Source: an optimization exercise on an open RTL-to-GDS flow (aim: small area, a short achievable clock period and few clock cycles per item). Production flows keep margins and buffers that such runs may drop.
Only simulation tests tie the RTL to the original design; equivalence was not proved.
Power and IR drop assume default switching activity.

$ cat flow/run.sh
#!/bin/bash
# synth_recipe.tcl (not shown) runs the flow's synth.tcl, then flattens the netlist and writes it again
# the make line also repeats each setting of config.mk as NAME=value (left out here)
make -C /OpenROAD-flow-scripts/flow DESIGN_CONFIG=/design/flow/config.mk WORK_HOME=/design/flow/orfs CLKGATE_MAP_FILE= SYNTH_SCRIPT=/design/flow/synth_recipe.tcl finish
$ cat flow/design.v
module sha256_k (
    input  wire [5:0]  t_i,
    output reg  [31:0] k_o
);
    always @(*) begin
        case (t_i)
            6'd0:  k_o = 32'h428a2f98; 6'd1:  k_o = 32'h71374491; 6'd2:  k_o = 32'hb5c0fbcf; 6'd3:  k_o = 32'he9b5dba5;
            6'd4:  k_o = 32'h3956c25b; 6'd5:  k_o = 32'h59f111f1; 6'd6:  k_o = 32'h923f82a4; 6'd7:  k_o = 32'hab1c5ed5;
            6'd8:  k_o = 32'hd807aa98; 6'd9:  k_o = 32'h12835b01; 6'd10: k_o = 32'h243185be; 6'd11: k_o = 32'h550c7dc3;
            6'd12: k_o = 32'h72be5d74; 6'd13: k_o = 32'h80deb1fe; 6'd14: k_o = 32'h9bdc06a7; 6'd15: k_o = 32'hc19bf174;
            6'd16: k_o = 32'he49b69c1; 6'd17: k_o = 32'hefbe4786; 6'd18: k_o = 32'h0fc19dc6; 6'd19: k_o = 32'h240ca1cc;
            6'd20: k_o = 32'h2de92c6f; 6'd21: k_o = 32'h4a7484aa; 6'd22: k_o = 32'h5cb0a9dc; 6'd23: k_o = 32'h76f988da;
            6'd24: k_o = 32'h983e5152; 6'd25: k_o = 32'ha831c66d; 6'd26: k_o = 32'hb00327c8; 6'd27: k_o = 32'hbf597fc7;
            6'd28: k_o = 32'hc6e00bf3; 6'd29: k_o = 32'hd5a79147; 6'd30: k_o = 32'h06ca6351; 6'd31: k_o = 32'h14292967;
            6'd32: k_o = 32'h27b70a85; 6'd33: k_o = 32'h2e1b2138; 6'd34: k_o = 32'h4d2c6dfc; 6'd35: k_o = 32'h53380d13;
            6'd36: k_o = 32'h650a7354; 6'd37: k_o = 32'h766a0abb; 6'd38: k_o = 32'h81c2c92e; 6'd39: k_o = 32'h92722c85;
            6'd40: k_o = 32'ha2bfe8a1; 6'd41: k_o = 32'ha81a664b; 6'd42: k_o = 32'hc24b8b70; 6'd43: k_o = 32'hc76c51a3;
            6'd44: k_o = 32'hd192e819; 6'd45: k_o = 32'hd6990624; 6'd46: k_o = 32'hf40e3585; 6'd47: k_o = 32'h106aa070;
            6'd48: k_o = 32'h19a4c116; 6'd49: k_o = 32'h1e376c08; 6'd50: k_o = 32'h2748774c; 6'd51: k_o = 32'h34b0bcb5;
            6'd52: k_o = 32'h391c0cb3; 6'd53: k_o = 32'h4ed8aa4a; 6'd54: k_o = 32'h5b9cca4f; 6'd55: k_o = 32'h682e6ff3;
            6'd56: k_o = 32'h748f82ee; 6'd57: k_o = 32'h78a5636f; 6'd58: k_o = 32'h84c87814; 6'd59: k_o = 32'h8cc70208;
            6'd60: k_o = 32'h90befffa; 6'd61: k_o = 32'ha4506ceb; 6'd62: k_o = 32'hbef9a3f7; default: k_o = 32'hc67178f2;
        endcase
    end
endmodule
module sha256_round (
    input  wire [255:0] s_i,
    input  wire [31:0]  k_i,
    input  wire [31:0]  w_i,
    output wire [255:0] s_o
);
    wire [31:0] a = s_i[255:224];
    wire [31:0] b = s_i[223:192];
    wire [31:0] c = s_i[191:160];
    wire [31:0] d = s_i[159:128];
    wire [31:0] e = s_i[127:96];
    wire [31:0] f = s_i[95:64];
    wire [31:0] g = s_i[63:32];
    wire [31:0] h = s_i[31:0];
    wire [31:0] bs1 = {e[5:0], e[31:6]} ^ {e[10:0], e[31:11]} ^ {e[24:0], e[31:25]};
    wire [31:0] ch  = (e & f) ^ (~e & g);
    wire [31:0] bs0 = {a[1:0], a[31:2]} ^ {a[12:0], a[31:13]} ^ {a[21:0], a[31:22]};
    wire [31:0] maj = (a & b) ^ (a & c) ^ (b & c);
    wire [31:0] t1  = h + bs1 + ch + k_i + w_i;
    wire [31:0] t2  = bs0 + maj;
    assign s_o = {t1 + t2, a, b, c, d + t1, e, f, g};
endmodule
module scrypt_pbkdf2 (
    input  wire          clk,
    input  wire          rst,         
    input  wire          in_valid,
    output wire          in_ready,
    input  wire          in_mode,     
    input  wire [639:0]  in_hdr,
    input  wire [1023:0] in_b,
    output wire          out_valid,
    input  wire          out_ready,
    output wire [1023:0] out_data
);
    localparam [2:0] S_IDLE  = 3'd0,
                     S_LOAD  = 3'd1,
                     S_ROUND = 3'd2,
                     S_FIN   = 3'd3,
                     S_DONE  = 3'd4;
    localparam [255:0] H0 = {32'h6a09e667, 32'hbb67ae85, 32'h3c6ef372, 32'ha54ff53a,
                             32'h510e527f, 32'h9b05688c, 32'h1f83d9ab, 32'h5be0cd19};
    localparam [1:0] SRC_H0 = 2'd0, SRC_TMP = 2'd1, SRC_IST = 2'd2, SRC_OST = 2'd3;
    localparam [2:0] DST_TMP = 3'd0, DST_INR = 3'd1, DST_IST = 3'd2, DST_OST = 3'd3,
                     DST_OUT = 3'd4;
    localparam [2:0] BLK_P0   = 3'd0,    
                     BLK_P1   = 3'd1,    
                     BLK_KIP  = 3'd2,    
                     BLK_KOP  = 3'd3,    
                     BLK_INR  = 3'd4,    
                     BLK_S0   = 3'd5,    
                     BLK_S1   = 3'd6,    
                     BLK_S2   = 3'd7;    
    reg  [2:0]    state;
    reg  [3:0]    step;
    reg  [5:0]    t;
    reg           mode_q;
    reg  [639:0]  hdr_q;
    reg  [1023:0] b_q;
    reg  [255:0]  hin_q;      
    reg  [255:0]  st_q;       
    reg  [511:0]  w_q;        
    reg  [255:0]  tmp_q;      
    reg  [255:0]  inr_q;      
    reg  [255:0]  ist_q;      
    reg  [255:0]  ost_q;      
    reg  [1023:0] out_q;
    function [31:0] bswap(input [31:0] x);
        bswap = {x[7:0], x[15:8], x[23:16], x[31:24]};
    endfunction
    reg  [1:0] src;
    reg  [2:0] blk;
    reg  [2:0] dst;
    reg  [1:0] oslot;         
    reg  [2:0] ctr;           
    reg        last;
    always @(*) begin
        src   = SRC_H0;
        blk   = BLK_P0;
        dst   = DST_TMP;
        oslot = 2'd0;
        ctr   = 3'd0;
        last  = 1'b0;
        case (step)
            4'd0: begin src = SRC_H0;  blk = BLK_P0;  dst = DST_TMP; end
            4'd1: begin src = SRC_TMP; blk = BLK_P1;  dst = DST_INR; end
            4'd2: begin src = SRC_H0;  blk = BLK_KIP; dst = DST_IST; end
            4'd3: begin src = SRC_H0;  blk = BLK_KOP; dst = DST_OST; end
            default: begin
                if (!mode_q) begin
                    case (step)
                        4'd4, 4'd7, 4'd10, 4'd13: begin
                            src = SRC_IST; blk = BLK_P0; dst = DST_TMP;
                        end
                        4'd5, 4'd8, 4'd11, 4'd14: begin
                            src = SRC_TMP; blk = BLK_P1; dst = DST_INR;
                            ctr = (step == 4'd5) ? 3'd1 : (step == 4'd8) ? 3'd2 :
                                  (step == 4'd11) ? 3'd3 : 3'd4;
                        end
                        default: begin
                            src = SRC_OST; blk = BLK_INR; dst = DST_OUT;
                            oslot = (step == 4'd6) ? 2'd0 : (step == 4'd9) ? 2'd1 :
                                    (step == 4'd12) ? 2'd2 : 2'd3;
                            last  = (step == 4'd15);
                        end
                    endcase
                end else begin
                    case (step)
                        4'd4: begin src = SRC_IST; blk = BLK_S0;  dst = DST_TMP; end
                        4'd5: begin src = SRC_TMP; blk = BLK_S1;  dst = DST_TMP; end
                        4'd6: begin src = SRC_TMP; blk = BLK_S2;  dst = DST_INR; end
                        default: begin
                            src = SRC_OST; blk = BLK_INR; dst = DST_OUT;
                            oslot = 2'd0; last = 1'b1;
                        end
                    endcase
                end
            end
        endcase
    end
    reg  [511:0] m;
    integer k;
    always @(*) begin
        m = 512'd0;
        case (blk)
            BLK_P0: begin
                for (k = 0; k < 16; k = k + 1) m[32*k +: 32] = bswap(hdr_q[32*k +: 32]);
            end
            BLK_P1: begin
                for (k = 0; k < 4; k = k + 1) m[32*k +: 32] = bswap(hdr_q[32*(16+k) +: 32]);
                if (ctr != 3'd0) begin
                    m[32*4 +: 32]  = {29'd0, ctr};
                    m[32*5 +: 32]  = 32'h80000000;
                    m[32*15 +: 32] = 32'd1184;       
                end else begin
                    m[32*4 +: 32]  = 32'h80000000;
                    m[32*15 +: 32] = 32'd640;        
                end
            end
            BLK_KIP: begin
                for (k = 0; k < 8; k = k + 1) m[32*k +: 32] = inr_q[255-32*k -: 32] ^ 32'h36363636;
                for (k = 8; k < 16; k = k + 1) m[32*k +: 32] = 32'h36363636;
            end
            BLK_KOP: begin
                for (k = 0; k < 8; k = k + 1) m[32*k +: 32] = inr_q[255-32*k -: 32] ^ 32'h5c5c5c5c;
                for (k = 8; k < 16; k = k + 1) m[32*k +: 32] = 32'h5c5c5c5c;
            end
            BLK_INR: begin
                for (k = 0; k < 8; k = k + 1) m[32*k +: 32] = inr_q[255-32*k -: 32];
                m[32*8 +: 32]  = 32'h80000000;
                m[32*15 +: 32] = 32'd768;            
            end
            BLK_S0: begin
                for (k = 0; k < 16; k = k + 1) m[32*k +: 32] = bswap(b_q[32*k +: 32]);
            end
            BLK_S1: begin
                for (k = 0; k < 16; k = k + 1) m[32*k +: 32] = bswap(b_q[32*(16+k) +: 32]);
            end
            default: begin   
                m[32*0 +: 32]  = 32'd1;
                m[32*1 +: 32]  = 32'h80000000;
                m[32*15 +: 32] = 32'd1568;           
            end
        endcase
    end
    reg [255:0] src_v;
    always @(*) begin
        case (src)
            SRC_H0:  src_v = H0;
            SRC_TMP: src_v = tmp_q;
            SRC_IST: src_v = ist_q;
            default: src_v = ost_q;
        endcase
    end
    wire [31:0] k_t;
    sha256_k u_k (.t_i(t), .k_o(k_t));
    wire [255:0] st_next;
    sha256_round u_round (.s_i(st_q), .k_i(k_t), .w_i(w_q[31:0]), .s_o(st_next));
    wire [31:0] w1  = w_q[63:32];
    wire [31:0] w9  = w_q[319:288];
    wire [31:0] w14 = w_q[479:448];
    wire [31:0] sg0 = {w1[6:0], w1[31:7]} ^ {w1[17:0], w1[31:18]} ^ {3'd0, w1[31:3]};
    wire [31:0] sg1 = {w14[16:0], w14[31:17]} ^ {w14[18:0], w14[31:19]} ^ {10'd0, w14[31:10]};
    wire [31:0] w_new = sg1 + w9 + sg0 + w_q[31:0];
    wire [255:0] res;
    genvar g;
    generate
        for (g = 0; g < 8; g = g + 1) begin : g_res
            assign res[32*g +: 32] = hin_q[32*g +: 32] + st_q[32*g +: 32];
        end
    endgenerate
    wire [255:0] res_le;
    generate
        for (g = 0; g < 8; g = g + 1) begin : g_le
            assign res_le[32*g +: 32] = bswap(res[255-32*g -: 32]);
        end
    endgenerate
    assign in_ready  = (state == S_IDLE);
    assign out_valid = (state == S_DONE);
    assign out_data  = out_q;
    always @(posedge clk) begin
        if (rst) begin
            state <= S_IDLE;
            step  <= 4'd0;
            t     <= 6'd0;
        end else begin
            case (state)
                S_IDLE: begin
                    if (in_valid) begin
                        state <= S_LOAD;
                        step  <= 4'd0;
                    end
                end
                S_LOAD: begin
                    state <= S_ROUND;
                    t     <= 6'd0;
                end
                S_ROUND: begin
                    t <= t + 6'd1;
                    if (t == 6'd63) state <= S_FIN;
                end
                S_FIN: begin
                    if (last) begin
                        state <= S_DONE;
                    end else begin
                        state <= S_LOAD;
                        step  <= step + 4'd1;
                    end
                end
                S_DONE: begin
                    if (out_ready) state <= S_IDLE;
                end
                default: state <= S_IDLE;
            endcase
        end
    end
    always @(posedge clk) begin
        case (state)
            S_IDLE: begin
                if (in_valid) begin
                    mode_q <= in_mode;
                    hdr_q  <= in_hdr;
                    b_q    <= in_b;
                    out_q  <= 1024'd0;
                end
            end
            S_LOAD: begin
                hin_q <= src_v;
                st_q  <= src_v;
                w_q   <= m;
            end
            S_ROUND: begin
                st_q <= st_next;
                w_q  <= {w_new, w_q[511:32]};
            end
            S_FIN: begin
                case (dst)
                    DST_TMP: tmp_q <= res;
                    DST_INR: inr_q <= res;
                    DST_IST: ist_q <= res;
                    DST_OST: ost_q <= res;
                    default: out_q[256*oslot +: 256] <= res_le;
                endcase
            end
            default: ;
        endcase
    end
endmodule
$ cat flow/constraint.sdc
create_clock -name core_clock -period 24.0 [get_ports {clk}]
set_input_delay 4.8000 -clock core_clock [delete_from_list [all_inputs] [get_ports {clk}]]
set_output_delay 4.8000 -clock core_clock [all_outputs]
set_load 0.01 [all_outputs]
$ cat flow/config.mk
export PLATFORM = sky130hd
export DESIGN_NAME = scrypt_pbkdf2
export DESIGN_NICKNAME = scrypt_pbkdf2
export VERILOG_FILES = /design/flow/design.v
export SDC_FILE = /design/flow/constraint.sdc
export NUM_CORES = 4
export LEC_CHECK = 0
export CAP_MARGIN = 20
export CORE_MARGIN = 2
export CORE_UTILIZATION = 30
export PLACE_DENSITY = 0.4
export SLEW_MARGIN = 20
==> impl_metrics.tcl <==
set metrics [dict create \
    setup_viol 0 \
    max_stage_delay_ns 0.86 \
    overflow 0 \
    hold_viol 0 \
    hp-start "w_q[403]$_DFFE_PN_" \
    synth-seq-cells 4782 \
    htreeDepth 6 \
    grt_usage_pct 35.1 \
    worstPathRequired_ns 24.74 \
    use_met3_pct 8.76 \
    dieWidth_um 841 \
    use_met2_pct 53.2 \
    vias 161000 \
    endpoint_kind "flip-flop" \
    ys_warn_count 2 \
    whs_path_depth 2 \
    stdcell_area_um2 272000 \
    synth.net_count 17700 \
    die_height_um 841 \
    post_cts_buffers 0 \
    area_delta_synth_final_pct 29.2 \
    relSlewSlack_pct 9.06 \
    cts_resized 0 \
    portBuffers 2694 \
    min_path_type "reg -> reg" \
    final.fill_count 66700 \
    max_slew.worst_pin.slew_ns 1.36 \
    routedWlPerCell_um 45.7 \
    crit_top_cell "buf_4" \
    drv_slew 0 \
    path_class "in -> reg" \
    layout_min_cycle_time_ns 9.98 \
    grt_start_max_net_pins 165 \
    io_pins 2695 \
    final_layout_size_suffix_gt1_share_pct 9.96 \
    grt_pass1_wl_um 1620000 \
    ys_types 99 \
    syn_avg_cell_area_um2 13.6 \
    cts_tree "built" \
    rr_worst_depth 32 \
    cp_data_arrival_time_ns 10.72 \
    ys_seq_area_share_pct 68.1 \
    startpoint_type "input pin" \
    clockBufferDepth 4 \
    initial_core_util_pct 30.1 \
    p_leak_nw 93.4 \
    first_global_vias 147000 \
    dp.cells 26900 \
    row_count 307 \
    antenna_found_initial 706 \
    tns_ns 0 \
    cts-hold-fix-buffers 0 \
    fmax_mhz 100 \
    synth_edf_count 4737 \
    post-route-period-util_pct 41.6 \
    cts-root-buf "clkbuf_16" \
    drc 0 \
    cp_max_fo 139 \
    async_flop_share_pct 0 \
    clkLatencyLatePin_ns 1.13 \
    synth_flop_cell "edfxtp_1" \
    die_area_um2 707000 \
    synthCells 15400 \
    maxCapViolations 0 \
    rsz0062_at_grt "false" \
    drt_iter0_markers 24600 \
    fp.coreArea_um2 699000 \
    clkSinkCount 4782 \
    gp_congestion 0.961 \
    drtAntennaViolNets 0 \
    r2r_start "st_q[96]$_DFFE_PN_" \
    status "finished clean" \
    path_cells "clkdlybuf4s50_1, and2_4, buf_4, buf_4, buf_12, buf_4, buf_4, buf_4" \
    drt-total-wl_um 1290000 \
    path_clk_slew_ns 0.06 \
    drt-pass1-iter-count 7 \
    power.density_nw_per_um2 163 \
    dp_hpwl_um 988000 \
    rr_endpoint "st_q[254]$_DFFE_PN_" \
    vias_per_cell 5.69 \
    fin_skew_ns 0.0509 \
    global_route.usage.met1_pct 48.3 \
    peakVddDrop_mv 0.518 \
    slowest_stage "buf_4" \
    cts_buffers 588 \
    r2r_setup_slack_ns 14.87 \
    min_to "w_q[371]$_DFFE_PN_" \
    synthesis.area_um2 210000 \
    final_nets 20500 \
    grt-busiest-layer "met2" \
    stdcell_count 28300 \
    place_area_um2 252000 \
]
-- where the power goes --
part,switching (W),total [W],internal (W)
combinational,0.0155,0.0238,0.00830
clock,0.00391,0.00901,0.00510
sequential,0.000728,0.0114,0.0107
total,0.0202,0.0443,0.0241
-- through the flow --
stage | hold WS [ns] | setup slack, ns | total power (W) | utilization (%)
2_1_floorplan | 0.477 | 2.31 | 0.0255 | -
3_3_place_gp | 0.500 | 13.12 | 0.0349 | 36.0
3_5_place_dp | 0.503 | 13.06 | 0.0348 | 36.1
4_1_cts | 0.517 | 14.25 | 0.0440 | 38.7
5_1_grt | 0.531 | 13.89 | 0.0464 | 38.8
6_report | 0.515 | 14.02 | 0.0443 | 38.9
-- cells by family after synthesis --
group / after synthesis / share of synthesized area (%)
flip-flops: 4782 / 68.1
AO/OA/AOI/OAI: 4546 / 14.7
AND/OR/NAND/NOR: 3003 / 5.81
buffers and inverters: 1528 / 2.82
adder cells (fa/ha/maj): 594 / 4.23
XOR/XNOR: 593 / 2.47
multiplexers: 365 / 1.87
-- flip-flops by register name, summed over array words and instances (netlist names) --
name         flops
hin_q          256
state            3
t                6
inr_q          256
ist_q          256
u_round.k_i     32
hdr_q          640
st_q           256
step             4
mode_q           1
ost_q          256
out_q         1024
tmp_q          256
b_q           1024
w_q            512
-- cells in the final DEF, fill, tap and decap left out, types with 53 or more instances in the layout --
master and count:
a21o_1 232, a21oi_1 844, a221o_1 124, a221oi_1 147
a222oi_1 165, a22o_1 461, a22oi_1 759, a31oi_1 187
buf_4 473, clkbuf_1 148, clkbuf_16 601, clkdlybuf4s50_1 2694
clkinv_1 118, clkinv_2 68, diode_2 316, edfxtp_1 4737
fa_1 192, ha_1 393, inv_1 532, mux2_2 211
mux2i_1 153, nand2_1 1298, nand2b_1 53, nand3_1 78
nor2_1 1246, nor3_1 68, o211ai_1 91, o21ai_0 1019
o21bai_1 56, o22ai_1 68, xnor2_1 228, xnor2_2 139
xor2_1 153, xor2_4 55
-- worst max-delay path: cells and delay by family --
kind,cells,cell delay [ns]
buf+inv,7,4.97
simple gates,1,0.42
-- worst max path at each step --
stage / from / endpoint / slack (ns) / cells after the start
4_1_cts: in_valid / hdr_q[192]$_DFFE_PP_ / 14.25 / 8
6_report: in_valid / hdr_q[360]$_DFFE_PP_ / 14.02 / 8
5_1_grt: in_valid / b_q[872]$_DFFE_PP_ / 13.89 / 8
2_1_floorplan: in_valid / out_q[0]$_SDFFCE_PN0P_ / 2.31 / 3
3_5_place_dp: in_valid / hdr_q[247]$_DFFE_PP_ / 13.06 / 8
3_3_place_gp: in_valid / b_q[330]$_DFFE_PP_ / 13.12 / 8
-- layer usage --
| metal | wire length [um] | up-vias |
|---|---|---|
| met2 | 569000 | 9512 |
| li1 | - | 65100 |
| met1 | 539000 | 84300 |
| met3 | 123000 | 1938 |
| met4 | 59100 | 210 |
| met5 | 1430 | - |
-- cells in the mapped netlist (38+ instances only) --
cell type     n  area share (%)
a21o_1      233            0.83
a21oi_1     851             2.0
a221o_1     125            0.60
a221oi_1    148            0.62
a222oi_1    165            0.79
a22o_1      461             1.9
a22oi_1     759             2.7
a31oi_1     189            0.56
buf_1        55           0.098
buf_2       115            0.27
clkbuf_1    802             1.4
dfxtp_1      45            0.43
edfxtp_1   4737              68
fa_1        195             1.9
ha_1        397             2.4
inv_1       539            0.96
mux2_2      211             1.1
mux2i_1     153            0.73
nand2_1    1310             2.3
nand2b_1     53            0.16
nand3_1      78            0.19
nor2_1     1273             2.3
nor2b_1      38            0.11
nor3_1       72            0.17
o211ai_1     91            0.33
o21a_1       50            0.18
o21ai_0    1029             2.5
o21bai_1     56            0.20
o221ai_1     40            0.17
o22ai_1      69            0.21
xnor2_1     375             1.6
xor2_1      217            0.90
-- cell type report --
class / count / area, um^2 / area share (%)
sequential: 4782 / 143000 / 52.7
multi-input combinational: 9101 / 64100 / 23.6
timing repair buffer: 3200 / 31200 / 11.5
clock buffer: 751 / 15600 / 5.75
tap: 9270 / 11600 / 4.27
clock inverter: 302 / 3120 / 1.15
inverter: 545 / 2060 / 0.760
antenna: 316 / 791 / 0.291
Testbench counts, summed over its fixed seeds: cycles 101,632, items 128.

==> what the ideal ports hide <==
Ports are ideal in the flow. The routed layout listed here was re-timed in OpenROAD.
Step 1 (the two cells are an assumption about what drives the block):
set clk [get_ports {clk}]
set_driving_cell -lib_cell sky130_fd_sc_hd__clkbuf_16 $clk
set_driving_cell -lib_cell sky130_fd_sc_hd__buf_2 [delete_from_list [all_inputs] $clk]
Step 2, shift: input delay + t, output delay - t, t = (earliest + latest rising clock arrival at the registers) / 2. This alone moves slack from input paths to output paths.
Slacks: ideal ports / drivers / drivers and shift; pairs: ideal ports / drivers.
shift t [ns]: 1.277
setup WS [ns]: 14.016 / 14.144 / 12.866
worst register clock-pin slew, ns: 0.07 / 0.07
worst slew at a driven data input, ns: 0.60
After both steps this run still meets setup and hold. The setup slack of this run moves by +0.128 ns with the drivers and by -1.150 ns with both steps.
